From an optimization exercise on the open Yosys and OpenROAD flow, aimed at small area, a short achievable clock period and few clock cycles per item; shortcuts taken in it are not production practice. Only simulation tests tie the RTL to the original design; equivalence was not proved.

`constraint.sdc`:
```
create_clock -name core_clock -period 35.0 [get_ports {clk}]
set_input_delay 7.0000 -clock core_clock [delete_from_list [all_inputs] [get_ports {clk}]]
set_output_delay 7.0000 -clock core_clock [all_outputs]
set_load 0.01 [all_outputs]
```
`config.mk`:
```
export PLATFORM = sky130hd
export DESIGN_NAME = scrypt_blockmix
export DESIGN_NICKNAME = scrypt_blockmix
export VERILOG_FILES = /design/flow/design.v
export SDC_FILE = /design/flow/constraint.sdc
export NUM_CORES = 4
export LEC_CHECK = 0
export CAP_MARGIN = 20
export CORE_MARGIN = 2
export CORE_UTILIZATION = 25
export PLACE_DENSITY = 0.35
export SLEW_MARGIN = 20
```
`run.sh`:
```
#!/bin/bash
# synth_recipe.tcl (not shown) runs the flow's synth.tcl, then flattens the netlist and writes it again
# the make line also repeats each setting of config.mk as NAME=value (left out here)
make -C /OpenROAD-flow-scripts/flow DESIGN_CONFIG=/design/flow/config.mk WORK_HOME=/design/flow/orfs CLKGATE_MAP_FILE= SYNTH_SCRIPT=/design/flow/synth_recipe.tcl finish
```
`design.v`:
```
module salsa_qr (
    input  wire [31:0] a_i,
    input  wire [31:0] b_i,
    input  wire [31:0] c_i,
    input  wire [31:0] d_i,
    output wire [31:0] a_o,
    output wire [31:0] b_o,
    output wire [31:0] c_o,
    output wire [31:0] d_o
);
    wire [31:0] s1 = a_i + d_i;
    assign b_o = b_i ^ {s1[24:0], s1[31:25]};    
    wire [31:0] s2 = b_o + a_i;
    assign c_o = c_i ^ {s2[22:0], s2[31:23]};    
    wire [31:0] s3 = c_o + b_o;
    assign d_o = d_i ^ {s3[18:0], s3[31:19]};    
    wire [31:0] s4 = d_o + c_o;
    assign a_o = a_i ^ {s4[13:0], s4[31:14]};    
endmodule
module add32_sk (
    input  wire [31:0] a,
    input  wire [31:0] b,
    output wire [31:0] s
);
    wire [31:0] p0 = a ^ b;
    wire [31:0] g0 = a & b;
    reg  [31:0] g, p;
    integer i, d;
    always @* begin
        g = g0;
        p = p0;
        for (d = 1; d < 32; d = d * 2)
            for (i = 0; i < 32; i = i + 1)
                if ((i / d) % 2 == 1) begin
                    g[i] = g[i] | (p[i] & g[(i / d) * d - 1]);
                    p[i] = p[i] & p[(i / d) * d - 1];
                end
    end
    assign s = p0 ^ {g[30:0], 1'b0};
endmodule
module salsa_round_t (
    input  wire [511:0] x_i,
    output wire [511:0] x_o
);
    wire [31:0] x  [0:15];
    wire [31:0] c  [0:15];    
    genvar k;
    generate
        for (k = 0; k < 16; k = k + 1) begin : g_word
            assign x[k] = x_i[32*k +: 32];
            assign x_o[32*(4*(k%4) + k/4) +: 32] = c[k];
        end
    endgenerate
    salsa_qr u_c0 (.a_i(x[0]),  .b_i(x[4]),  .c_i(x[8]),  .d_i(x[12]),
                   .a_o(c[0]),  .b_o(c[4]),  .c_o(c[8]),  .d_o(c[12]));
    salsa_qr u_c1 (.a_i(x[5]),  .b_i(x[9]),  .c_i(x[13]), .d_i(x[1]),
                   .a_o(c[5]),  .b_o(c[9]),  .c_o(c[13]), .d_o(c[1]));
    salsa_qr u_c2 (.a_i(x[10]), .b_i(x[14]), .c_i(x[2]),  .d_i(x[6]),
                   .a_o(c[10]), .b_o(c[14]), .c_o(c[2]),  .d_o(c[6]));
    salsa_qr u_c3 (.a_i(x[15]), .b_i(x[3]),  .c_i(x[7]),  .d_i(x[11]),
                   .a_o(c[15]), .b_o(c[3]),  .c_o(c[7]),  .d_o(c[11]));
endmodule
module scrypt_blockmix (
    input  wire          clk,
    input  wire          rst,         
    input  wire          in_valid,
    output wire          in_ready,
    input  wire [1023:0] in_data,
    output wire          out_valid,
    input  wire          out_ready,
    output wire [1023:0] out_data
);
    reg          idle_q;      
    reg          pre_q;       
    reg          run_q;       
    reg          ff_q;        
    reg          done_q;      
    reg          second_q;    
    reg  [2:0]   round_q;     
    reg  [511:0] x_q;
    reg  [511:0] w_q;
    reg  [511:0] ya_q;
    wire [511:0] x_rd;
    salsa_round_t u_rd (.x_i(x_q), .x_o(x_rd));
    wire [511:0] s_ff;
    genvar k;
    generate
        for (k = 0; k < 16; k = k + 1) begin : g_ff
            add32_sk u_add (.a(x_q[32*k +: 32]), .b(w_q[32*k +: 32]),
                            .s(s_ff[32*k +: 32]));
        end
    endgenerate
    wire [511:0] t_ff = s_ff ^ (ya_q & {512{~second_q}});
    wire [511:0] b_x  = in_data[1023:512] ^ in_data[511:0];
    assign in_ready  = pre_q;
    assign out_valid = done_q;
    assign out_data  = {w_q, ya_q};
    always @(posedge clk) begin
        if (rst) begin
            idle_q   <= 1'b1;
            pre_q    <= 1'b0;
            run_q    <= 1'b0;
            ff_q     <= 1'b0;
            done_q   <= 1'b0;
            second_q <= 1'b0;
            round_q  <= 3'd0;
        end else begin
            if (idle_q) begin
                if (pre_q && in_valid) begin
                    idle_q   <= 1'b0;
                    pre_q    <= 1'b0;
                    run_q    <= 1'b1;
                    second_q <= 1'b0;
                    round_q  <= 3'd1;
                end else begin
                    pre_q <= in_valid;
                end
            end
            if (run_q) begin
                round_q <= round_q + 3'd1;
                if (round_q == 3'd7) begin
                    run_q <= 1'b0;
                    ff_q  <= 1'b1;
                end
            end
            if (ff_q) begin
                ff_q     <= 1'b0;
                second_q <= 1'b1;
                if (second_q) done_q <= 1'b1;
                else          run_q  <= 1'b1;
            end
            if (done_q) begin
                pre_q <= in_valid && out_ready;
                if (out_ready) begin
                    done_q <= 1'b0;
                    idle_q <= 1'b1;
                end
            end
        end
    end
    always @(posedge clk) begin
        if (run_q || pre_q) x_q <= x_rd;
        else if (ff_q)      x_q <= t_ff;
        else                x_q <= b_x;
        if (pre_q) begin
            w_q  <= b_x;
            ya_q <= in_data[1023:512];
        end else if (ff_q) begin
            w_q <= t_ff;
            if (!second_q) ya_q <= s_ff;
        end
    end
endmodule
```
==> results of run 1 <==
-- flip-flops by register name, summed over array words and instances (netlist names) --
register,flops
x_q,512
pre_q,1
idle_q,1
w_q,512
done_q,1
run_q,1
round_q,3
ya_q,512
second_q,1
ff_q,1
-- per-stage QoR --
step           hold slack, ps  worst slack [ps]
6_report                  471             20890
5_1_grt                   508             20550
4_1_cts                   472             21520
3_5_place_dp              464             21570
3_3_place_gp              467             21680
2_1_floorplan             443             10010
-- logic make-up (layout without fill, tap and decap cells) --
| logic type | Yosys count | after routing |
|---|---|---|
| AOI/OAI and AO/OA | 3497 | 3497 |
| xor gates and xnor gates | 2430 | 2430 |
| adders and majority gates | 1079 | 1079 |
| buffers and inverters | 769 | 3074 |
| DFF | 1545 | 1545 |
| muxes | 362 | 362 |
| other | 0 | 42 |
| and+or+nand+nor | 3520 | 3520 |
-- cell type report --
type	instances	area (sq um)	area share
Timing Repair Buffer	2372	23100	0.147
Inverter	293	1120	0.00713
Sequential cell	1545	41200	0.262
Tap cell	6400	8010	0.0509
Antenna cell	42	105	0.000668
Multi-Input combinational cell	10900	76800	0.488
Clock buffer	356	6570	0.0417
Clock inverter	53	572	0.00363
-- layer usage --
| layer | share of wire | wire length, um |
|---|---|---|
| met5 | 0.00035 | 328 |
| met2 | 0.47 | 438000 |
| met1 | 0.41 | 385000 |
| met4 | 0.058 | 54700 |
| met3 | 0.065 | 60700 |
-- placed cells by master (no fill, tap or decap), types with 60 or more instances in the layout --
cell	netlist	layout
buf_4	0	308
a21o_1	400	400
inv_1	291	290
a31oi_1	69	69
mux2_2	255	255
nand4_1	60	60
mux2i_1	107	106
o21bai_1	110	110
fa_1	96	96
nor2b_1	396	396
a211oi_1	109	107
xnor2_1	1879	1840
a21oi_1	1271	1270
edfxtp_1	1024	1024
nor2_1	997	994
nor3_1	86	86
o211ai_1	156	156
ha_1	983	983
xor2_1	537	536
and3_1	66	66
dfxtp_1	521	518
nand2_1	1533	1530
nand2b_1	115	115
clkdlybuf4s50_1	0	2051
o21ai_0	885	884
o21a_1	122	122
nand3_1	97	97
clkbuf_16	0	229
clkbuf_1	404	91
-- final timing paths --
kind	startpoint	endpoint	slack (ps)	depth (start not counted)
setup reg to reg	x_q[481]	x_q[497]	20890	44
setup / recovery	x_q[481]	x_q[497]	20890	44
hold / removal	round_q[0]	round_q[0]	470	1
hold reg to reg	round_q[0]	round_q[0]	470	1
==> flow_metrics.py, run 1 <==
metrics = {
    "status": {
        "status": "finished clean",
    },
    "timing": {
        "rsz0062_at_grt": "no",
        "skew_ps": 49.4,
        "slew_viol_final": 0,
        "final_hold_viol_count": 0,
        "worst_slew_pin_slew_ps": 1350,
        "setup_viol": 0,
        "min_period_over_period": 0.403,
        "setup_tns_ps": 0,
        "period_minus_slack_ps": 14110,
        "relSlewSlack": 0.0964,
        "clock.fmax_ghz": 0.0709,
    },
    "routing": {
        "route.detailed.drc": 0,
        "drt_wl_total_um": 938000,
        "vias": 115000,
        "drt_pass1_iterations": 6,
        "first_iter_violations": 11400,
        "viasPerCell": 5.23,
        "ant_nets": 0,
        "routedWlPerCell_um": 42.7,
    },
    "yosys": {
        "ys.flop_type": "edfxtp_1",
        "synth_compound_area_frac": 0.176,
        "synth_most_common_cell": "xnor2_1",
        "synth.area.mux_share": 0.0327,
        "yosys.area.top_type": "edfxtp_1",
        "synth_fa_ha_area_frac": 0.118,
        "synth-warning-count": 3,
        "syn_nets": 15300,
        "synth.avg_cell_area_sq_um": 9.13,
        "synthTopCellsByArea": "edfxtp_1 26%, xnor2_1 14%, ha_1 10%",
        "synth-simple-area-share": 0.129,
        "synth_commonest_cells": "1879 x xnor2_1, 1533 x nand2_1, 1271 x a21oi_1",
        "synth_top_area_share": 0.255,
        "synth_cells": 13200,
        "async_flop_share": 0,
        "synth_edf_count": 1024,
        "yosysUniqueCellTypes": 93,
        "synth_top_family_by_area": "XOR/XNOR gates",
        "netlist_area_sq_mm": 0.120,
        "seq_area_frac_synth": 0.342,
        "synth-xor-area-share": 0.178,
        "ys_seq_elements": 1545,
    },
    "placed_design": {
        "post-dp-hpwl_um": 804000,
        "place.gp.congestion": 0.995,
        "io_buffers": 2053,
        "dp_cells": 21500,
        "placed_area_sq_mm": 0.150,
    },
    "floorplan": {
        "dieArea_sq_mm": 0.488,
        "die_w_um": 698,
        "die_h_um": 698,
        "rows": 254,
        "ios": 2054,
        "core-area_sq_mm": 0.479,
        "initial_core_util": 0.251,
    },
    "clocking": {
        "h-tree-depth": 4,
        "clock_path_buffers": 4,
        "clk-insertion-delay-late_ps": 980,
        "postCtsHoldBufs": 0,
        "cts.sinks": 1545,
        "root_buffer": "clkbuf_16",
        "cts_buffers": 220,
        "postCtsSetupBuffers": 0,
        "cts_tree": "done",
        "cts.clk_slew.worst_paths_ps": 70,
        "cts_resized": 0,
    },
    "global_routing": {
        "use_met1": 0.455,
        "top_usage_layer": "met2",
        "grt_pass1_wl_um": 1190000,
        "overflow": 0,
        "grt_pass1_vias": 111000,
        "grt_start_max_net_pins": 171,
        "track_usage": 0.370,
        "antenna_found_initial": 148,
        "use_met3": 0.0746,
        "grt_util_met2": 0.617,
    },
    "critical_path": {
        "path_class": "reg2reg",
        "crit_path_max_fanout": 6,
        "path_common_cell": "o21ai_0",
        "slowest_stage": "xnor2_1",
        "worst-path-buf-inv": 1,
        "critical_path_required_ps": 35850,
        "path_delay_family": "compound AO/OA/AOI/OAI gates",
        "cp.arrival_ps": 14950,
        "endpoint_kind": "register",
        "cp_slowest_stage_delay_ps": 1030,
        "startpoint_type": "register",
    },
    "min_path": {
        "hold_path_class": "reg2reg",
    },
    "layout": {
        "final_net_count": 17400,
        "final_area_sq_mm": 0.157,
        "final_cells": 21900,
        "fillers": 50400,
        "fin_util": 0.329,
        "area_growth_pct": 30.7,
        "layout-drive-gt1-share": 0.0662,
    },
    "flow_run": {
        "max-cap-violations": 0,
    },
}
Testbench counts, summed over its fixed seeds: cycles 9,736, items 512.
==> run 2: changes to the inputs <==
==> flow/run.sh (new file) <==
#!/bin/bash
# The standard layout (the standard.sh: standard synthesis, ORFS place,
# CTS, route), except that the port buffers that placement inserts on every
# input and output are the smallest buffer cell instead of the default.
set -euo pipefail
export BUFFER_PORTS_ARGS="-buffer_cell sky130_fd_sc_hd__buf_1"
bash standard.sh > standard_flow.log 2>&1
==> standard.sh (new file) <==
#!/bin/bash
# synth_recipe.tcl (not shown) runs the flow's synth.tcl, then flattens the netlist and writes it again
# the make line also repeats each setting of config.mk as NAME=value (left out here)
make -C /OpenROAD-flow-scripts/flow DESIGN_CONFIG=/design/flow/config.mk WORK_HOME=/design/flow/orfs CLKGATE_MAP_FILE= SYNTH_SCRIPT=/design/flow/synth_recipe.tcl "${@:-finish}"
--- a/config.mk
+++ b/config.mk
@@ -7,6 +7,7 @@
 export LEC_CHECK = 0
 export CAP_MARGIN = 20
 export CORE_MARGIN = 2
-export CORE_UTILIZATION = 25
-export PLACE_DENSITY = 0.35
+export CORE_UTILIZATION = 45
+export CTS_BUF_LIST = sky130_fd_sc_hd__clkbuf_8
+export PLACE_DENSITY = 0.55
 export SLEW_MARGIN = 20
removed: run.sh
==> run 2 against run 1 <==
  * Synthesized cell count is the same
  * The flow now stops in I/O pin placement
  * Synthesized area is the same
==> flow_metrics.py, run 2 <==
metrics = {
    "status": {
        "haltStage": "I/O pin placement",
        "status": "stopped before the end",
        "stop_error": "[ERROR PPL-0024] Number of IO pins (2054) exceeds maximum number of available positions (1890). Increase the die perimeter from 2085.78um to 2793.44um.",
    },
    "floorplan": {
        "die_w_um": 521,
        "die_h_um": 521,
        "rows": 189,
        "initial_core_util": 0.453,
    },
    "yosys": {
        "async_flop_share": 0,
        "syn_nets": 15300,
        "synth-warning-count": 3,
        "synth_compound_area_frac": 0.176,
        "yosysUniqueCellTypes": 93,
        "synth_top_area_share": 0.255,
        "synth_cells": 13200,
        "seq_area_frac_synth": 0.342,
        "synth_edf_count": 1024,
        "synthTopCellsByArea": "edfxtp_1 26%, xnor2_1 14%, ha_1 10%",
        "synth_commonest_cells": "1879 x xnor2_1, 1533 x nand2_1, 1271 x a21oi_1",
        "netlist_area_sq_mm": 0.120,
        "synth_top_family_by_area": "XOR/XNOR gates",
        "ys.flop_type": "edfxtp_1",
        "yosys.area.top_type": "edfxtp_1",
        "synth.avg_cell_area_sq_um": 9.13,
        "synth.area.mux_share": 0.0327,
        "synth-xor-area-share": 0.178,
        "synth_fa_ha_area_frac": 0.118,
        "ys_seq_elements": 1545,
        "synth_most_common_cell": "xnor2_1",
        "synth-simple-area-share": 0.129,
    },
}
## run 2: cell counts after synthesis
Identical to the previous run, type by type.
## run 2: cells by family after synthesis
group	Yosys count
DFF	1545
xor gates and xnor gates	2430
muxes	362
adders and majority gates	1079
AOI/OAI and AO/OA	3497
buffers and inverters	769
and+or+nand+nor	3520
==> run 3: changes to the inputs <==
==> flow/run.sh (replaced) <==
#!/bin/bash
# The standard layout (the standard.sh: standard synthesis, ORFS place,
# CTS, route) at the design's clock and constraints, with two changes in how
# the layout is optimised:
#  - the port buffers that placement inserts on every input and output are
#    the smallest buffer cell instead of the default;
#  - timing repair aims for 25 ns of setup slack instead of 0, so that it
#    sizes the round logic for speed although the 35 ns clock is met anyway.
set -euo pipefail
export BUFFER_PORTS_ARGS="-buffer_cell sky130_fd_sc_hd__buf_1"
export SETUP_SLACK_MARGIN=25
bash standard.sh > standard_flow.log 2>&1
==> run 3 against run 2 <==
  * The flow again stops in I/O pin placement
  * Synthesized area stayed put
  * Synthesized cell count stayed put
==> flow_metrics.py, run 3 <==
metrics = {
    "yosys": {
        "synth_cells": 13200,
        "synthTopCellsByArea": "edfxtp_1 26%, xnor2_1 14%, ha_1 10%",
        "synth_top_area_share": 0.255,
        "synth-warning-count": 3,
        "synth_commonest_cells": "1879 x xnor2_1, 1533 x nand2_1, 1271 x a21oi_1",
        "ys_seq_elements": 1545,
        "yosys.area.top_type": "edfxtp_1",
        "yosysUniqueCellTypes": 93,
        "synth_edf_count": 1024,
        "netlist_area_sq_mm": 0.120,
        "syn_nets": 15300,
        "seq_area_frac_synth": 0.342,
        "synth_most_common_cell": "xnor2_1",
        "ys.flop_type": "edfxtp_1",
        "synth.avg_cell_area_sq_um": 9.13,
        "async_flop_share": 0,
    },
    "floorplan": {
        "initial_core_util": 0.453,
        "die_w_um": 521,
        "die_h_um": 521,
        "rows": 189,
    },
    "status": {
        "haltStage": "I/O pin placement",
        "stop_error": "[ERROR PPL-0024] Number of IO pins (2054) exceeds maximum number of available positions (1890). Increase the die perimeter from 2085.78um to 2793.44um.",
        "status": "stopped before the end",
    },
}
[run 3: cell counts after synthesis]
Identical to the previous run, type by type.
[run 3: logic make-up after synthesis]
group | share of synthesized area
simple gates | 0.129
compound gates | 0.176
xor+xnor | 0.178
flops | 0.342
fa+ha+maj | 0.118
buf+inv | 0.0240
mux | 0.0327
==> run 4: changes to the inputs <==
==> flow/run.sh (replaced) <==
#!/bin/bash
# The standard layout (the standard.sh: standard synthesis, ORFS place,
# CTS, route) at the design's clock and constraints, with these changes in
# how the layout is made:
#  - the port buffers that placement inserts on every input and output are
#    the smallest buffer cell instead of the default;
#  - pins may sit on adjacent routing tracks, so that the 2054 ports fit on
#    the edge of a die sized for 40% utilisation;
#  - timing repair aims for 25 ns of setup slack instead of 0, so that it
#    sizes the round logic for speed although the 35 ns clock is met anyway.
set -euo pipefail
export BUFFER_PORTS_ARGS="-buffer_cell sky130_fd_sc_hd__buf_1"
export PLACE_PINS_ARGS="-min_distance 1 -min_distance_in_tracks"
export SETUP_SLACK_MARGIN=25
bash standard.sh > standard_flow.log 2>&1
--- a/config.mk
+++ b/config.mk
@@ -5,9 +5,10 @@
 export SDC_FILE = /design/flow/constraint.sdc
 export NUM_CORES = 4
 export LEC_CHECK = 0
+export ABC_AREA = 1
 export CAP_MARGIN = 20
 export CORE_MARGIN = 2
-export CORE_UTILIZATION = 45
+export CORE_UTILIZATION = 40
 export CTS_BUF_LIST = sky130_fd_sc_hd__clkbuf_8
-export PLACE_DENSITY = 0.55
+export PLACE_DENSITY = 0.5
 export SLEW_MARGIN = 20
==> run 4 against run 3 <==
  * The run now finishes clean
  * Synthesized cell count is 44% higher
  * Synthesized area is 12% higher
==> flow_metrics.py, run 4 <==
metrics = {
    "flow_run": {
        "max-cap-violations": 0,
    },
    "placed_design": {
        "dp_cells": 25100,
        "placed_area_sq_mm": 0.147,
        "place_ws_ps": 25030,
        "io_buffers": 2053,
        "post-dp-hpwl_um": 660000,
        "place.gp.congestion": 1.16,
    },
    "timing": {
        "setup_viol": 0,
        "worst_slew_pin_slew_ps": 1350,
        "min_period_over_period": 0.278,
        "skew_ps": 89.6,
        "setup_tns_ps": 0,
        "worst_slack_ps": 25260,
        "final_hold_viol_count": 0,
        "slew_viol_final": 0,
        "rsz0062_at_grt": "no",
        "relSlewSlack": 0.0909,
        "clock.fmax_ghz": 0.103,
        "period_minus_slack_ps": 9740,
    },
    "clocking": {
        "cts_tree": "done",
        "cts.sinks": 1545,
        "clk-insertion-delay-late_ps": 1180,
        "cts.clk_slew.worst_paths_ps": 70,
        "root_buffer": "clkbuf_8",
        "clock_path_buffers": 4,
        "postCtsSetupBuffers": 0,
        "h-tree-depth": 5,
        "cts_buffers": 318,
        "postCtsHoldBufs": 0,
    },
    "layout": {
        "mostFrequentLayoutCell": "nand2_1",
        "final_cells": 25800,
        "area_growth_pct": 14.0,
        "final_net_count": 23100,
        "biggestRegsByFlops": "w_q: 512 flops, x_q: 512 flops, ya_q: 512 flops",
        "layout-drive-gt1-share": 0.0424,
        "final_cell_mix": "5773 x nand2_1, 2053 x buf_1, 2003 x inv_1",
        "final_area_sq_mm": 0.154,
    },
    "yosys": {
        "seq_area_frac_synth": 0.305,
        "synth_edf_count": 1024,
        "synth.avg_cell_area_sq_um": 7.12,
        "synth_cells": 19000,
        "synth_commonest_cells": "5775 x nand2_1, 1885 x inv_1, 1356 x o21ai_0",
        "synth_top_area_share": 0.228,
        "yosysUniqueCellTypes": 68,
        "yosys.area.top_type": "edfxtp_1",
        "ys.flop_type": "edfxtp_1",
        "netlist_area_sq_mm": 0.135,
        "ys_seq_elements": 1545,
        "synth-warning-count": 3,
        "synth_most_common_cell": "nand2_1",
        "async_flop_share": 0,
        "syn_nets": 21100,
        "synthTopCellsByArea": "edfxtp_1 23%, nand2_1 16%, ha_1 9.1%",
    },
    "global_routing": {
        "grt_pass1_vias": 133000,
        "overflow": 0,
        "antenna_found_initial": 100,
        "grt_start_max_net_pins": 149,
        "grt_pass1_wl_um": 1060000,
        "track_usage": 0.446,
    },
    "routing": {
        "routedWlPerCell_um": 30.9,
        "drt_wl_total_um": 795000,
        "drt_pass1_iterations": 8,
        "viasPerCell": 5.67,
        "first_iter_violations": 16400,
        "route.detailed.drc": 0,
        "vias": 146000,
        "ant_nets": 0,
    },
    "floorplan": {
        "ios": 2054,
        "core-area_sq_mm": 0.336,
        "initial_core_util": 0.401,
        "rows": 213,
        "dieArea_sq_mm": 0.342,
        "die_w_um": 585,
        "die_h_um": 585,
    },
    "critical_path": {
        "cp_slowest_stage_delay_ps": 640,
        "critical_path_required_ps": 35980,
        "cp.arrival_ps": 10720,
        "endpoint_kind": "register",
        "startpoint_type": "register",
        "path_class": "reg2reg",
        "crit_path_max_fanout": 5,
        "slowest_stage": "dfxtp_1",
        "rrSetupSlack_ps": 25260,
    },
    "min_path": {
        "hold_path_class": "reg2reg",
    },
    "status": {
        "status": "finished clean",
    },
}
run 4: kinds of logic after synthesis:
family	Yosys count	synth area share
AOI/OAI and AO/OA	3334	0.139
xor gates and xnor gates	1634	0.106
adders and majority gates	1079	0.105
buffers and inverters	2432	0.0695
DFF	1545	0.305
and+or+nand+nor	8927	0.275
run 4: metal layers:
layer,wire length [um],share of wire,track usage
met3,84600,0.11,0.130
met2,327000,0.41,0.651
met5,569,0.00072,0
met4,74900,0.094,0.347
met1,308000,0.39,0.549
run 4: per-stage QoR:
| step | utilization | hold WS [ps] |
|---|---|---|
| finish | 0.458 | 492 |
| global route | 0.458 | 521 |
| floorplan | - | 443 |
| CTS | 0.457 | 478 |
| global placement | 0.439 | 462 |
| detailed placement | 0.439 | 469 |
run 4: cell type report:
cell class / count / area, sq um
Multi-Input combinational cell: 15000 / 84500
Clock buffer: 362 / 4980
Timing Repair Buffer: 2213 / 9060
Sequential cell: 1545 / 41200
Fill cell: 35400 / 182000
Antenna cell: 39 / 97.6
Inverter: 1899 / 7160
Clock inverter: 221 / 1210
Tap cell: 4515 / 5650
run 4: final timing paths:
path,startpoint,end,cells after the start
setup / recovery,x_q[320],x_q[330],36
hold / removal,idle_q,idle_q,2
setup reg to reg,x_q[320],x_q[330],36
hold reg to reg,idle_q,idle_q,2
run 4: what timing repair did:
action / CTS / global route
setup endpoints to repair: 0 / 23
gates resized for setup: 0 / 3
endpoints found under the hold margin: 0 / 0
run 4: worst max-delay path: cells and delay by family, from the launching register on:
family | cells | cell delay [ps]
AOI/OAI and AO/OA | 10 | 2550
DFF | 1 | 640
adders and majority gates | 6 | 2390
buffers and inverters | 4 | 800
xor gates and xnor gates | 3 | 1080
and+or+nand+nor | 13 | 2120
==> run 5: changes to the inputs <==
--- a/flow/run.sh
+++ b/flow/run.sh
@@ -6,10 +6,7 @@
 #    the smallest buffer cell instead of the default;
 #  - pins may sit on adjacent routing tracks, so that the 2054 ports fit on
 #    the edge of a die sized for 40% utilisation;
-#  - timing repair aims for 25 ns of setup slack instead of 0, so that it
-#    sizes the round logic for speed although the 35 ns clock is met anyway.
 set -euo pipefail
 export BUFFER_PORTS_ARGS="-buffer_cell sky130_fd_sc_hd__buf_1"
 export PLACE_PINS_ARGS="-min_distance 1 -min_distance_in_tracks"
-export SETUP_SLACK_MARGIN=25
 bash standard.sh > standard_flow.log 2>&1
==> run 5 against run 4 <==
  * Register-to-register slack worse by 730 ps
  * Still clean on timing, DRC and antenna
  * Design area about the same
  * Global-route usage unchanged
  * Flip-flop and latch count unchanged
==> flow_metrics.py, run 5 <==
metrics = {
    "floorplan": {
        "ios": 2054,
        "die_w_um": 585,
        "die_h_um": 585,
        "rows": 213,
        "core-area_sq_mm": 0.336,
        "initial_core_util": 0.401,
        "dieArea_sq_mm": 0.342,
    },
    "yosys": {
        "synthTopCellsByArea": "edfxtp_1 23%, nand2_1 16%, ha_1 9.1%",
        "async_flop_share": 0,
        "netlist_area_sq_mm": 0.135,
        "synth_cells": 19000,
        "yosys.area.top_type": "edfxtp_1",
        "synth.avg_cell_area_sq_um": 7.12,
        "syn_nets": 21100,
        "synth_edf_count": 1024,
        "ys_seq_elements": 1545,
        "synth-warning-count": 3,
        "synth_commonest_cells": "5775 x nand2_1, 1885 x inv_1, 1356 x o21ai_0",
        "seq_area_frac_synth": 0.305,
        "synth_most_common_cell": "nand2_1",
        "synth_top_area_share": 0.228,
        "ys.flop_type": "edfxtp_1",
        "yosysUniqueCellTypes": 68,
    },
    "global_routing": {
        "overflow": 0,
        "grt_pass1_wl_um": 1060000,
        "grt_start_max_net_pins": 149,
        "grt_pass1_vias": 133000,
        "antenna_found_initial": 100,
        "track_usage": 0.446,
    },
    "timing": {
        "setup_viol": 0,
        "clock.fmax_ghz": 0.0955,
        "setup_tns_ps": 0,
        "hold_slack_ps": 491,
        "min_period_over_period": 0.299,
        "rsz0062_at_grt": "no",
        "period_minus_slack_ps": 10470,
        "skew_ps": 88.2,
        "slew_viol_final": 0,
        "relSlewSlack": 0.143,
        "final_hold_viol_count": 0,
        "worst_slew_pin_slew_ps": 1280,
    },
    "layout": {
        "multi_input_area_sq_mm": 0.0845,
        "area_growth_pct": 14.0,
        "biggestRegsByFlops": "w_q: 512 flops, x_q: 512 flops, ya_q: 512 flops",
        "mostFrequentLayoutCell": "nand2_1",
        "layout-drive-gt1-share": 0.0424,
        "fillers": 35400,
        "final_cell_mix": "5773 x nand2_1, 2053 x buf_1, 2003 x inv_1",
        "final_net_count": 23100,
        "final-seq-area_sq_mm": 0.0412,
    },
    "placed_design": {
        "post-dp-hpwl_um": 660000,
        "place.gp.congestion": 1.16,
        "io_buffers": 2053,
    },
    "routing": {
        "ant_nets": 0,
        "vias": 146000,
        "first_iter_violations": 16600,
        "viasPerCell": 5.68,
        "routedWlPerCell_um": 30.9,
        "drt_pass1_iterations": 7,
        "wl_met3_um": 85200,
        "wl_met2_um": 328000,
        "drt_wl_total_um": 796000,
        "routed.top_layer": "met5",
        "route.detailed.drc": 0,
        "wl_met1_um": 308000,
    },
    "status": {
        "status": "finished clean",
    },
    "clocking": {
        "clock_path_buffers": 4,
        "postCtsSetupBuffers": 0,
        "root_buffer": "clkbuf_8",
        "cts_buffers": 318,
        "cts.clk_slew.worst_paths_ps": 70,
        "postCtsHoldBufs": 0,
        "h-tree-depth": 5,
        "cts_resized": 0,
        "clk-insertion-delay-late_ps": 1180,
        "cts.sinks": 1545,
        "cts_tree": "done",
    },
    "flow_run": {
        "max-cap-violations": 0,
    },
    "critical_path": {
        "path_common_cell": "nand2_1",
        "startpoint_type": "register",
        "critical_path_required_ps": 35980,
        "path_class": "reg2reg",
        "cp_slowest_stage_delay_ps": 950,
        "endpoint_kind": "register",
        "cp.arrival_ps": 11450,
        "slowest_stage": "xor2_1",
        "crit_path_max_fanout": 5,
    },
    "min_path": {
        "hold_path_class": "reg2reg",
    },
}
-- run 5: cell types whose count changed in the layout (fill, tap and decap cells not counted), sizes merged --
cell   previous run  this run
diode            39        40
-- run 5: cell families after synthesis --
logic type / Yosys count / synth area share
compound gates: 3334 / 0.139
xor+xnor: 1634 / 0.106
fa+ha+maj: 1079 / 0.105
buf+inv: 2432 / 0.0695
flops: 1545 / 0.305
simple gates: 8927 / 0.275
-- run 5: critical path: cells and delay by family, from the launching register on --
family	cells	cell delay [ps]
AO/OA/AOI/OAI	13	3390
buffers and inverters	4	860
XOR/XNOR	3	1430
adder cells (fa/ha/maj)	5	2080
AND/OR/NAND/NOR	12	1900
flip-flops	1	650
-- run 5: stage by stage --
step	utilization	area (sq um)	cells	setup slack, ps
2_1_floorplan	-	135000	19000	21660
3_3_place_gp	0.439	147000	25100	24800
3_5_place_dp	0.439	147000	25100	25030
4_1_cts	0.457	154000	25700	25020
5_1_grt	0.458	154000	25700	24520
6_report	0.458	154000	25800	24530
-- run 5: cell type report --
type / instances / share of cell area
flip-flops and latches: 1545 / 0.268
well taps: 4515 / 0.0367
multi-input cells: 15000 / 0.549
clock buffers: 362 / 0.0324
inverters: 1899 / 0.0465
diodes: 40 / 0.000651
repair buffers: 2213 / 0.0589
clock inverters: 221 / 0.00790
-- run 5: final timing paths --
| kind | startpoint | end | slack, ps | cells after the start |
|---|---|---|---|---|
| setup / recovery | x_q[320] | x_q[323] | 24530 | 37 |
| hold / removal | idle_q | idle_q | 490 | 2 |
| setup reg to reg | x_q[320] | x_q[323] | 24530 | 37 |
| hold reg to reg | idle_q | idle_q | 490 | 2 |
-- run 5: routing by layer --
layer,vias up,track usage
li1,66900,-
met1,68900,0.549
met2,8323,0.651
met3,2030,0.130
met4,84,0.347
met5,-,0
==> run 6: changes to the inputs <==
--- a/flow/run.sh
+++ b/flow/run.sh
@@ -6,7 +6,10 @@
 #    the smallest buffer cell instead of the default;
 #  - pins may sit on adjacent routing tracks, so that the 2054 ports fit on
 #    the edge of a die sized for 40% utilisation;
+#  - timing repair aims for 27 ns of setup slack instead of 0, so that it
+#    sizes the round logic for speed although the 35 ns clock is met anyway.
 set -euo pipefail
 export BUFFER_PORTS_ARGS="-buffer_cell sky130_fd_sc_hd__buf_1"
 export PLACE_PINS_ARGS="-min_distance 1 -min_distance_in_tracks"
+export SETUP_SLACK_MARGIN=27
 bash standard.sh > standard_flow.log 2>&1
--- a/config.mk
+++ b/config.mk
@@ -10,5 +10,7 @@
 export CORE_MARGIN = 2
 export CORE_UTILIZATION = 40
 export CTS_BUF_LIST = sky130_fd_sc_hd__clkbuf_8
+export CTS_CLUSTER_DIAMETER = 60
+export CTS_CLUSTER_SIZE = 30
 export PLACE_DENSITY = 0.5
 export SLEW_MARGIN = 20
==> run 6 against run 5 <==
  * The layout now fails its checks (max-capacitance violations)
  * Utilization up 4.1 points
  * Design area increased by 9.0%
  * Clock-buffer cell count down 156
  * Global-route usage is 0.60 points higher
  * Critical path type is now reg2out
==> flow_metrics.py, run 6 <==
metrics = {
    "layout": {
        "fillers": 34400,
        "layout-drive-gt1-share": 0.161,
        "fin_util": 0.499,
        "biggestRegsByFlops": "w_q: 512 flops, x_q: 512 flops, ya_q: 512 flops",
        "final_cell_mix": "5692 x nand2_1, 1849 x inv_1, 1325 x o21ai_0",
        "area_growth_pct": 24.3,
        "final_net_count": 24100,
        "mostFrequentLayoutCell": "nand2_1",
    },
    "placed_design": {
        "post-dp-hpwl_um": 666000,
        "io_buffers": 2053,
        "place_ws_ps": 25450,
        "place.gp.congestion": 1.13,
    },
    "timing": {
        "final_hold_viol_count": 0,
        "worst_slew_pin_slew_ps": 1660,
        "rsz0062_at_grt": "yes",
        "slew_viol_final": 3,
        "setup_viol": 0,
        "skew_ps": 113,
        "relSlewSlack": -0.108,
        "setup_tns_ps": 0,
        "min_period_over_period": 0.261,
        "clock.fmax_ghz": 0.109,
        "worst_slack_ps": 25850,
        "hold_slack_ps": 483,
        "period_minus_slack_ps": 9150,
    },
    "yosys": {
        "synth-warning-count": 3,
        "netlist_area_sq_mm": 0.135,
        "async_flop_share": 0,
        "ys_seq_elements": 1545,
        "synth_top_area_share": 0.228,
        "seq_area_frac_synth": 0.305,
        "syn_nets": 21100,
        "synthTopCellsByArea": "edfxtp_1 23%, nand2_1 16%, ha_1 9.1%",
        "ys.flop_type": "edfxtp_1",
        "synth.avg_cell_area_sq_um": 7.12,
        "synth_cells": 19000,
        "yosysUniqueCellTypes": 68,
        "synth_edf_count": 1024,
        "synth_most_common_cell": "nand2_1",
        "synth_commonest_cells": "5775 x nand2_1, 1885 x inv_1, 1356 x o21ai_0",
        "yosys.area.top_type": "edfxtp_1",
    },
    "status": {
        "so.violations": "max-capacitance violations",
        "status": "finished with violations",
    },
    "critical_path": {
        "critical_path_required_ps": 28000,
        "slowest_stage": "edfxtp_1",
        "r2r-start": "x_q[220]",
        "path_class": "reg2out",
        "cp.arrival_ps": 2150,
        "path_delay_family": "flip-flops",
        "rrSetupSlack_ps": 27190,
        "crit_path_max_fanout": 2,
        "reg2reg_to": "x_q[329]",
        "cp_cell_sequence": "buf_1",
        "cp_slowest_stage_delay_ps": 770,
        "worst-path-buf-inv": 1,
        "endpoint_kind": "output pin",
        "reg2reg_depth": 39,
        "startpoint_type": "register",
    },
    "routing": {
        "routedWlPerCell_um": 30.3,
        "route.detailed.drc": 0,
        "first_iter_violations": 17600,
        "drt_wl_total_um": 809000,
        "vias": 151000,
        "ant_nets": 0,
        "viasPerCell": 5.66,
        "drt_pass1_iterations": 22,
    },
    "min_path": {
        "holdCritStartpoint": "idle_q",
        "hold_path_class": "reg2reg",
        "min_path_cells": 2,
        "holdPathEnd": "idle_q",
    },
    "clocking": {
        "h-tree-depth": 4,
        "cts_buffers": 202,
        "cts.sinks": 1545,
        "cts_tree": "done",
        "root_buffer": "clkbuf_8",
        "clk-insertion-delay-late_ps": 1210,
        "cts.clk_slew.worst_paths_ps": 90,
        "postCtsHoldBufs": 0,
        "clock_path_buffers": 4,
    },
    "global_routing": {
        "grt_pass1_wl_um": 1080000,
        "use_met1": 0.560,
        "track_usage": 0.452,
        "top_usage_layer": "met2",
        "grt_start_max_net_pins": 199,
        "overflow": 0,
        "use_met3": 0.129,
        "antenna_found_initial": 76,
        "grt_pass1_vias": 137000,
        "grt_util_met2": 0.661,
    },
    "floorplan": {
        "initial_core_util": 0.401,
        "die_h_um": 585,
        "core-area_sq_mm": 0.336,
        "rows": 213,
        "ios": 2054,
        "dieArea_sq_mm": 0.342,
        "die_w_um": 585,
    },
    "flow_run": {
        "max-cap-violations": 1,
    },
}
-- run 6: cell count changes in the layout (fill, tap and decap cells not counted), sizes merged --
cell      delta
diode        -3
clkinvlp    +13
clkbuf     +302
clkinv      -16
buf        +683
inv         -53
bufinv       +5
-- run 6: cell type report --
cell class | instances | area (sq um) | share of cell area
antenna | 37 | 92.6 | 0.000552
clock buffer | 206 | 2840 | 0.0169
clock inverter | 170 | 1870 | 0.0111
inverter | 1899 | 7170 | 0.0428
multi-input combinational | 15000 | 87200 | 0.520
sequential | 1545 | 41500 | 0.247
tap | 4515 | 5650 | 0.0337
timing repair buffer | 3354 | 21400 | 0.128
-- run 6: how the worst max path moves through the flow --
stage	startpoint	endpoint	slack [ps]	cells past startpoint
6_report	w_q[75]	out_data[587]	25850	1
3_3_place_gp	x_q[321]	x_q[331]	25350	38
5_1_grt	w_q[75]	out_data[587]	25890	1
4_1_cts	w_q[142]	out_data[654]	26040	1
2_1_floorplan	pre_q	ya_q[0]	26880	7
3_5_place_dp	x_q[321]	x_q[331]	25450	38
-- run 6: repair_timing --
item / CTS / global route
setup buffers: 794 / 353
setup endpoints to repair: 1145 / 1134
gates resized for setup: 1397 / 1141
pin swaps: 22 / 66
-- run 6: cells by family (layout without fill, tap and decap cells) --
| family | Yosys count | in the layout | share of synthesized area |
|---|---|---|---|
| other | 0 | 37 | 0 |
| buffers and inverters | 2432 | 5629 | 0.0695 |
| adder cells (fa/ha/maj) | 1079 | 1079 | 0.105 |
| flip-flops | 1545 | 1545 | 0.305 |
| AND/OR/NAND/NOR | 8927 | 8927 | 0.275 |
| AO/OA/AOI/OAI | 3334 | 3334 | 0.139 |
| XOR/XNOR | 1634 | 1634 | 0.106 |
-- run 6: routing by layer --
layer	vias to the layer above	share of wire	wire, um
met2	8633	0.41	332000
met1	71500	0.38	311000
li1	68900	-	-
met3	2136	0.11	89100
met4	68	0.095	76800
met5	-	0.00057	458
-- run 6: stage by stage --
| step | instances | instance area (sq um) |
|---|---|---|
| global placement | 25100 | 147000 |
| CTS | 26300 | 162000 |
| global route | 26700 | 168000 |
| finish | 26700 | 168000 |
| floorplan | 19000 | 135000 |
| detailed placement | 25100 | 147000 |
==> run 7: changes to the inputs <==
--- a/flow/run.sh
+++ b/flow/run.sh
@@ -6,10 +6,10 @@
 #    the smallest buffer cell instead of the default;
 #  - pins may sit on adjacent routing tracks, so that the 2054 ports fit on
 #    the edge of a die sized for 40% utilisation;
-#  - timing repair aims for 27 ns of setup slack instead of 0, so that it
+#  - timing repair aims for 26 ns of setup slack instead of 0, so that it
 #    sizes the round logic for speed although the 35 ns clock is met anyway.
 set -euo pipefail
 export BUFFER_PORTS_ARGS="-buffer_cell sky130_fd_sc_hd__buf_1"
 export PLACE_PINS_ARGS="-min_distance 1 -min_distance_in_tracks"
-export SETUP_SLACK_MARGIN=27
+export SETUP_SLACK_MARGIN=26
 bash standard.sh > standard_flow.log 2>&1
==> run 7 against run 6 <==
  * The run now finishes clean
  * Non-clock buffer count is 1080 lower
  * Critical path depth stayed put
  * Worst hold slack better by 8.3 ps
  * Sequential share of layout area is 2.2 points higher
  * Clock-buffer cell count is 5 higher
  * Design area is 8.5% lower
  * Fmax is 1.3% higher
  * Wire length is 2.1% lower
  * First-iteration DRC count is 6.0% lower
  * Register-to-register slack worse by 840 ps
  * Die area stayed put
  * Worst setup slack better by 120 ps
  * Largest cell class unchanged
==> flow_metrics.py, run 7 <==
metrics = {
    "clocking": {
        "h-tree-depth": 4,
        "clock_path_buffers": 4,
        "cts.sinks": 1545,
        "clk-insertion-delay-late_ps": 1190,
        "cts_buffers": 202,
        "root_buffer": "clkbuf_8",
        "cts_tree": "done",
        "cts.clk_slew.worst_paths_ps": 100,
    },
    "timing": {
        "period_minus_slack_ps": 9030,
        "skew_ps": 125,
        "worst_slack_ps": 25970,
        "worst_slew_pin_slew_ps": 1300,
        "clock.fmax_ghz": 0.111,
        "setup_viol": 0,
        "slew_viol_final": 0,
        "setup_tns_ps": 0,
        "rsz0062_at_grt": "yes",
        "min_period_over_period": 0.258,
        "relSlewSlack": 0.135,
        "final_hold_viol_count": 0,
    },
    "min_path": {
        "holdCritStartpoint": "round_q[1]",
        "min_path_cells": 2,
        "hold_path_class": "reg2reg",
    },
    "critical_path": {
        "cp_cell_sequence": "buf_1",
        "cp_slowest_stage_delay_ps": 540,
        "reg2reg_depth": 45,
        "path_class": "reg2out",
        "path_delay_family": "buffers and inverters",
        "endpoint_kind": "output pin",
        "worst-path-stages": 1,
        "slowest_stage": "buf_1",
        "startpoint_type": "register",
        "r2r-start": "x_q[209]",
        "worst-path-buf-inv": 1,
        "critical_path_required_ps": 28000,
        "crit_path_max_fanout": 2,
        "cp.arrival_ps": 2030,
        "crit_start": "ya_q[418]",
    },
    "yosys": {
        "synth_top_area_share": 0.228,
        "synth_edf_count": 1024,
        "synth.avg_cell_area_sq_um": 7.12,
        "seq_area_frac_synth": 0.305,
        "synthTopCellsByArea": "edfxtp_1 23%, nand2_1 16%, ha_1 9.1%",
        "async_flop_share": 0,
        "synth_most_common_cell": "nand2_1",
        "synth_cells": 19000,
        "yosys.area.top_type": "edfxtp_1",
        "ys.flop_type": "edfxtp_1",
        "syn_nets": 21100,
        "yosysUniqueCellTypes": 68,
        "synth-warning-count": 3,
        "netlist_area_sq_mm": 0.135,
        "synth_commonest_cells": "5775 x nand2_1, 1885 x inv_1, 1356 x o21ai_0",
        "ys_seq_elements": 1545,
    },
    "placed_design": {
        "place_ws_ps": 25030,
        "placed_area_sq_mm": 0.147,
        "post-dp-hpwl_um": 660000,
        "io_buffers": 2053,
        "dp_cells": 25100,
        "place.gp.congestion": 1.16,
    },
    "layout": {
        "final_net_count": 23000,
        "final_cells": 25600,
        "biggestRegsByFlops": "w_q: 512 flops, x_q: 512 flops, ya_q: 512 flops",
        "mostFrequentLayoutCell": "nand2_1",
        "final_area_sq_mm": 0.153,
        "final_cell_mix": "5767 x nand2_1, 1967 x buf_1, 1886 x inv_1",
        "area_growth_pct": 13.7,
        "fillers": 35400,
        "layout-drive-gt1-share": 0.0519,
    },
    "routing": {
        "viasPerCell": 5.68,
        "wl_met2_um": 326000,
        "routed.top_layer": "met5",
        "first_iter_violations": 16600,
        "wl_met1_um": 306000,
        "routedWlPerCell_um": 30.9,
        "wl_met3_um": 85700,
        "ant_nets": 0,
        "vias": 146000,
        "drt_pass1_iterations": 7,
        "drt_wl_total_um": 792000,
        "route.detailed.drc": 0,
    },
    "floorplan": {
        "core-area_sq_mm": 0.336,
        "ios": 2054,
        "rows": 213,
        "dieArea_sq_mm": 0.342,
        "die_h_um": 585,
        "die_w_um": 585,
        "initial_core_util": 0.401,
    },
    "global_routing": {
        "overflow": 0,
        "track_usage": 0.444,
        "grt_pass1_wl_um": 1060000,
        "grt_pass1_vias": 132000,
        "antenna_found_initial": 79,
        "grt_start_max_net_pins": 149,
    },
    "status": {
        "status": "finished clean",
    },
    "flow_run": {
        "max-cap-violations": 0,
    },
}
-- run 7: changes by cell type in the layout (fill, tap and decap cells not counted), moves of 46 or more --
cell | before | now
ha_1 | 872 | 977
a21oi_1 | 886 | 964
buf_6 | 414 | 1
buf_1 | 1120 | 1967
a21oi_2 | 103 | 37
clkbuf_2 | 456 | 4
ha_4 | 46 | 0
dfxtp_1 | 369 | 472
buf_4 | 1261 | 206
ha_2 | 65 | 6
dfxtp_2 | 111 | 42
nand2_2 | 126 | 57
nand2_1 | 5692 | 5767
-- run 7: metal layers --
metal  vias up  GRT usage
met5         -    0.00140
met4        60      0.347
met3      1936      0.132
met2      8053      0.647
met1     68800      0.548
li1      66800          -
-- run 7: repair_timing --
| item | in CTS | in global routing |
|---|---|---|
| setup buffers | 21 | 39 |
| pin swaps | 1 | 10 |
| resized for setup | 103 | 123 |
| endpoints found under the setup margin | 146 | 125 |
| hold buffers | 0 | 0 |
-- run 7: cell type report --
type | count | area [sq um] | area share
diodes | 38 | 95.1 | 0.000620
clock buffers | 211 | 2900 | 0.0189
clock inverters | 166 | 1810 | 0.0118
inverters | 1899 | 7170 | 0.0467
multi-input cells | 15000 | 84900 | 0.553
flip-flops and latches | 1545 | 41300 | 0.269
well taps | 4515 | 5650 | 0.0368
repair buffers | 2274 | 9680 | 0.0631
-- run 7: kinds of logic after synthesis --
family | count (synthesis) | share of synthesized area
AOI/OAI and AO/OA | 3334 | 0.139
adders and majority gates | 1079 | 0.105
buffers and inverters | 2432 | 0.0695
xor gates and xnor gates | 1634 | 0.106
DFF | 1545 | 0.305
and+or+nand+nor | 8927 | 0.275
-- run 7: per-stage QoR --
stage / utilization / hold slack (ps)
after floorplan: - / 443
after global placement: 0.439 / 462
after detailed placement: 0.439 / 469
after CTS: 0.454 / 482
after global routing: 0.456 / 528
final: 0.457 / 491
-- run 7: final timing paths --
path | to | slack [ps]
max reg2reg | x_q[323] | 26350
min reg2reg | round_q[1] | 490
max | out_data[418] | 25970
min | round_q[1] | 490
==> run 8: changes to the inputs <==
==> flow/run.sh (replaced) <==
#!/bin/bash
# The standard layout (the standard.sh: standard synthesis, ORFS place,
# CTS, route) at the design's clock and constraints, with these changes in
# how the layout is made:
#  - the port buffers that placement inserts on every input and output are
#    the smallest buffer cell instead of the default; after global placement
#    the output port buffers, which drive the port load, are made buf_2
#    (flow/outbuf.tcl);
#  - pins may sit on adjacent routing tracks, so that the 2054 ports fit on
#    the edge of a die sized for 40% utilisation;
#  - timing repair aims for 26 ns of setup slack instead of 0, so that it
#    sizes the round logic for speed although the 35 ns clock is met anyway.
set -euo pipefail
export BUFFER_PORTS_ARGS="-buffer_cell sky130_fd_sc_hd__buf_1"
export POST_GLOBAL_PLACE_TCL="$PWD/flow/outbuf.tcl"
export PLACE_PINS_ARGS="-min_distance 1 -min_distance_in_tracks"
export SETUP_SLACK_MARGIN=26
bash standard.sh > standard_flow.log 2>&1
==> flow/outbuf.tcl (new file) <==
# Sourced after global placement (POST_GLOBAL_PLACE_TCL): the buffer that
# placement put on each output port drives the port's load and the wire to
# the die's edge, so it is made one size larger than the input buffers.
set n_outbuf 0
foreach bterm [[ord::get_db_block] getBTerms] {
  if { [$bterm getIoType] != "OUTPUT" } { continue }
  set net [$bterm getNet]
  if { $net == "NULL" } { continue }
  foreach iterm [$net getITerms] {
    if { ![$iterm isOutputSignal] } { continue }
    set inst [$iterm getInst]
    if { [[$inst getMaster] getName] == "sky130_fd_sc_hd__buf_1" } {
      replace_cell [$inst getName] sky130_fd_sc_hd__buf_2
      incr n_outbuf
    }
  }
}
puts "outbuf.tcl: $n_outbuf output port buffers set to buf_2"
==> run 8 against run 7 <==
  * Worst setup slack got worse by 73 ps
  * Final cell count about the same
  * Flip-flop and latch count unchanged
  * Critical path depth unchanged
  * Global-route usage increased by 0.13 points
  * Design area increased by 0.73%
  * Clock-buffer cell count decreased by 1
  * Largest cell class unchanged
  * Highest routed layer unchanged
==> flow_metrics.py, run 8 <==
metrics = {
    "status": {
        "status": "finished clean",
    },
    "floorplan": {
        "core-area_sq_mm": 0.336,
        "initial_core_util": 0.401,
        "die_h_um": 585,
        "die_w_um": 585,
        "dieArea_sq_mm": 0.342,
        "rows": 213,
        "ios": 2054,
    },
    "clocking": {
        "cts.clk_slew.worst_paths_ps": 90,
        "cts.sinks": 1545,
        "postCtsHoldBufs": 0,
        "clock_path_buffers": 4,
        "cts_tree": "done",
        "cts_buffers": 203,
        "root_buffer": "clkbuf_8",
        "clk-insertion-delay-late_ps": 1170,
        "h-tree-depth": 4,
    },
    "layout": {
        "area_growth_pct": 14.6,
        "multi_input_area_sq_mm": 0.0849,
        "final_cell_mix": "5767 x nand2_1, 1896 x inv_1, 1348 x o21ai_0",
        "fillers": 35300,
        "final-seq-area_sq_mm": 0.0413,
        "mostFrequentLayoutCell": "nand2_1",
        "biggestRegsByFlops": "w_q: 512 flops, x_q: 512 flops, ya_q: 512 flops",
        "final_cells": 25600,
        "layout-drive-gt1-share": 0.0954,
        "final_net_count": 23000,
    },
    "critical_path": {
        "worst-path-stages": 1,
        "crit_start": "ya_q[75]",
        "endpoint_kind": "output pin",
        "cp.arrival_ps": 2110,
        "cp_slowest_stage_delay_ps": 710,
        "crit_path_max_fanout": 2,
        "startpoint_type": "register",
        "worst-path-buf-inv": 1,
        "path_delay_family": "flip-flops",
        "path_class": "reg2out",
        "slowest_stage": "edfxtp_1",
        "r2r-start": "x_q[321]",
        "critical_path_required_ps": 28000,
        "reg2reg_depth": 41,
        "cp_cell_sequence": "buf_2",
    },
    "yosys": {
        "ys_seq_elements": 1545,
        "synth.area.mux_share": 0,
        "synth_top_family_by_area": "simple AND/OR/NAND/NOR gates",
        "synth_fa_ha_area_frac": 0.105,
        "yosysUniqueCellTypes": 68,
        "synth-simple-area-share": 0.275,
        "synth_commonest_cells": "5775 x nand2_1, 1885 x inv_1, 1356 x o21ai_0",
        "synth_compound_area_frac": 0.139,
        "async_flop_share": 0,
        "netlist_area_sq_mm": 0.135,
        "synth_cells": 19000,
        "synth-xor-area-share": 0.106,
        "synthTopCellsByArea": "edfxtp_1 23%, nand2_1 16%, ha_1 9.1%",
        "synth_edf_count": 1024,
        "synth_top_area_share": 0.228,
        "synth_most_common_cell": "nand2_1",
        "syn_nets": 21100,
        "synth.avg_cell_area_sq_um": 7.12,
        "synth-warning-count": 3,
        "ys.flop_type": "edfxtp_1",
        "seq_area_frac_synth": 0.305,
        "yosys.area.top_type": "edfxtp_1",
    },
    "global_routing": {
        "grt_pass1_wl_um": 1060000,
        "antenna_found_initial": 93,
        "track_usage": 0.446,
        "grt_pass1_vias": 132000,
        "overflow": 0,
        "grt_start_max_net_pins": 149,
    },
    "routing": {
        "ant_nets": 0,
        "viasPerCell": 5.69,
        "routedWlPerCell_um": 30.9,
        "drt_wl_total_um": 793000,
        "wl_met3_um": 84900,
        "first_iter_violations": 16700,
        "wl_met1_um": 307000,
        "vias": 146000,
        "wl_met2_um": 327000,
        "route.detailed.drc": 0,
        "routed.top_layer": "met5",
        "drt_pass1_iterations": 8,
    },
    "placed_design": {
        "io_buffers": 2053,
        "post-dp-hpwl_um": 660000,
        "dp_cells": 25100,
    },
    "min_path": {
        "hold_path_class": "reg2reg",
        "min_path_cells": 2,
        "holdCritStartpoint": "round_q[1]",
    },
    "timing": {
        "setup_tns_ps": 0,
        "skew_ps": 93.1,
        "clock.fmax_ghz": 0.110,
        "min_period_over_period": 0.260,
        "period_minus_slack_ps": 9110,
        "setup_viol": 0,
        "worst_slew_pin_slew_ps": 1280,
        "relSlewSlack": 0.145,
        "slew_viol_final": 0,
        "rsz0062_at_grt": "yes",
        "final_hold_viol_count": 0,
    },
    "flow_run": {
        "max-cap-violations": 0,
    },
}
run 8: changes by cell type in the layout (fill, tap and decap cells not counted), moves of 4 or more:
cell        before   now
buf_2           79  1023
buf_1         1967  1027
buf_4          206   192
clkinv_2        29    15
clkinvlp_4      10    21
inv_1         1886  1896
clkbuf_2         4     0
inv_12           4     0
inv_8           27    23
run 8: worst paths after layout:
path	endpoint	slack, ps
setup reg to reg	x_q[330]	26310
hold / removal	round_q[1]	490
setup / recovery	out_data[75]	25890
hold reg to reg	round_q[1]	490
run 8: per-stage QoR:
stage | cell area, sq um | hold WS, ps | util | worst slack [ps]
floorplan | 135000 | 443 | - | 21660
global placement | 147000 | 462 | 0.439 | 24800
detailed placement | 149000 | 471 | 0.443 | 25040
CTS | 154000 | 484 | 0.457 | 25990
global route | 154000 | 527 | 0.460 | 25880
finish | 155000 | 495 | 0.460 | 25890
run 8: logic make-up after synthesis:
logic type                 Yosys count
and+or+nand+nor                   8927
AOI/OAI and AO/OA                 3334
buffers and inverters             2432
xor gates and xnor gates          1634
DFF                               1545
adders and majority gates         1079
run 8: routing by layer:
| metal | vias up | GRT usage |
|---|---|---|
| met3 | 1967 | 0.135 |
| li1 | 66700 | - |
| met1 | 68900 | 0.549 |
| met2 | 7981 | 0.650 |
| met5 | - | 0.00294 |
| met4 | 76 | 0.340 |
run 8: what timing repair did:
action | CTS | global route
pin swaps | 1 | 7
buffers inserted | 18 | 28
cloned | 0 | 0
endpoints found under the setup margin | 64 | 120
gates resized for setup | 20 | 118
run 8: cell type report:
cell class                      count  area share
Antenna cell                       40    0.000648
Clock buffer                      210      0.0187
Clock inverter                    168      0.0119
Inverter                         1899      0.0464
Multi-Input combinational cell  15000       0.549
Sequential cell                  1545       0.267
Tap cell                         4515      0.0366
Timing Repair Buffer             2260      0.0696

==> what the ideal ports hide <==
Ports are ideal in the flow. The routed layouts listed here were re-timed in OpenROAD.
Step 1 (the two cells are an assumption about what drives the block):
set clk [get_ports {clk}]
set_driving_cell -lib_cell sky130_fd_sc_hd__clkbuf_16 $clk
set_driving_cell -lib_cell sky130_fd_sc_hd__buf_2 [delete_from_list [all_inputs] $clk]
Step 2, shift: input delay + t, output delay - t, t = (earliest + latest rising clock arrival at the registers) / 2. This alone moves slack from input paths to output paths.
Three values: ideal, step 1, step 2; two values: the first two.
run | t, ns | setup slack, ns | worst hold slack (ns) | pins driven straight from the clock port
run 1 | 1.102 | 20.892 / 20.892 / 20.892 | 0.471 / 0.471 / 0.471 | 1
run 4 | 1.249 | 25.260 / 25.260 / 25.260 | 0.492 / 0.492 / 0.492 | 1
run 5 | 1.256 | 24.531 / 24.531 / 24.531 | 0.491 / 0.491 / 0.491 | 1
run 6 | 1.268 | 25.849 / 25.728 / 25.738 | 0.483 / 0.483 / 0.483 | 1
run 7 | 1.242 | 25.968 / 25.849 / 26.084 | 0.491 / 0.491 / 0.491 | 1
run 8 | 1.252 | 25.895 / 25.769 / 26.115 | 0.495 / 0.495 / 0.495 | 1
The setup slack of run 6, which loses most, moves by -0.121 ns with the drivers and by -0.111 ns with both steps.
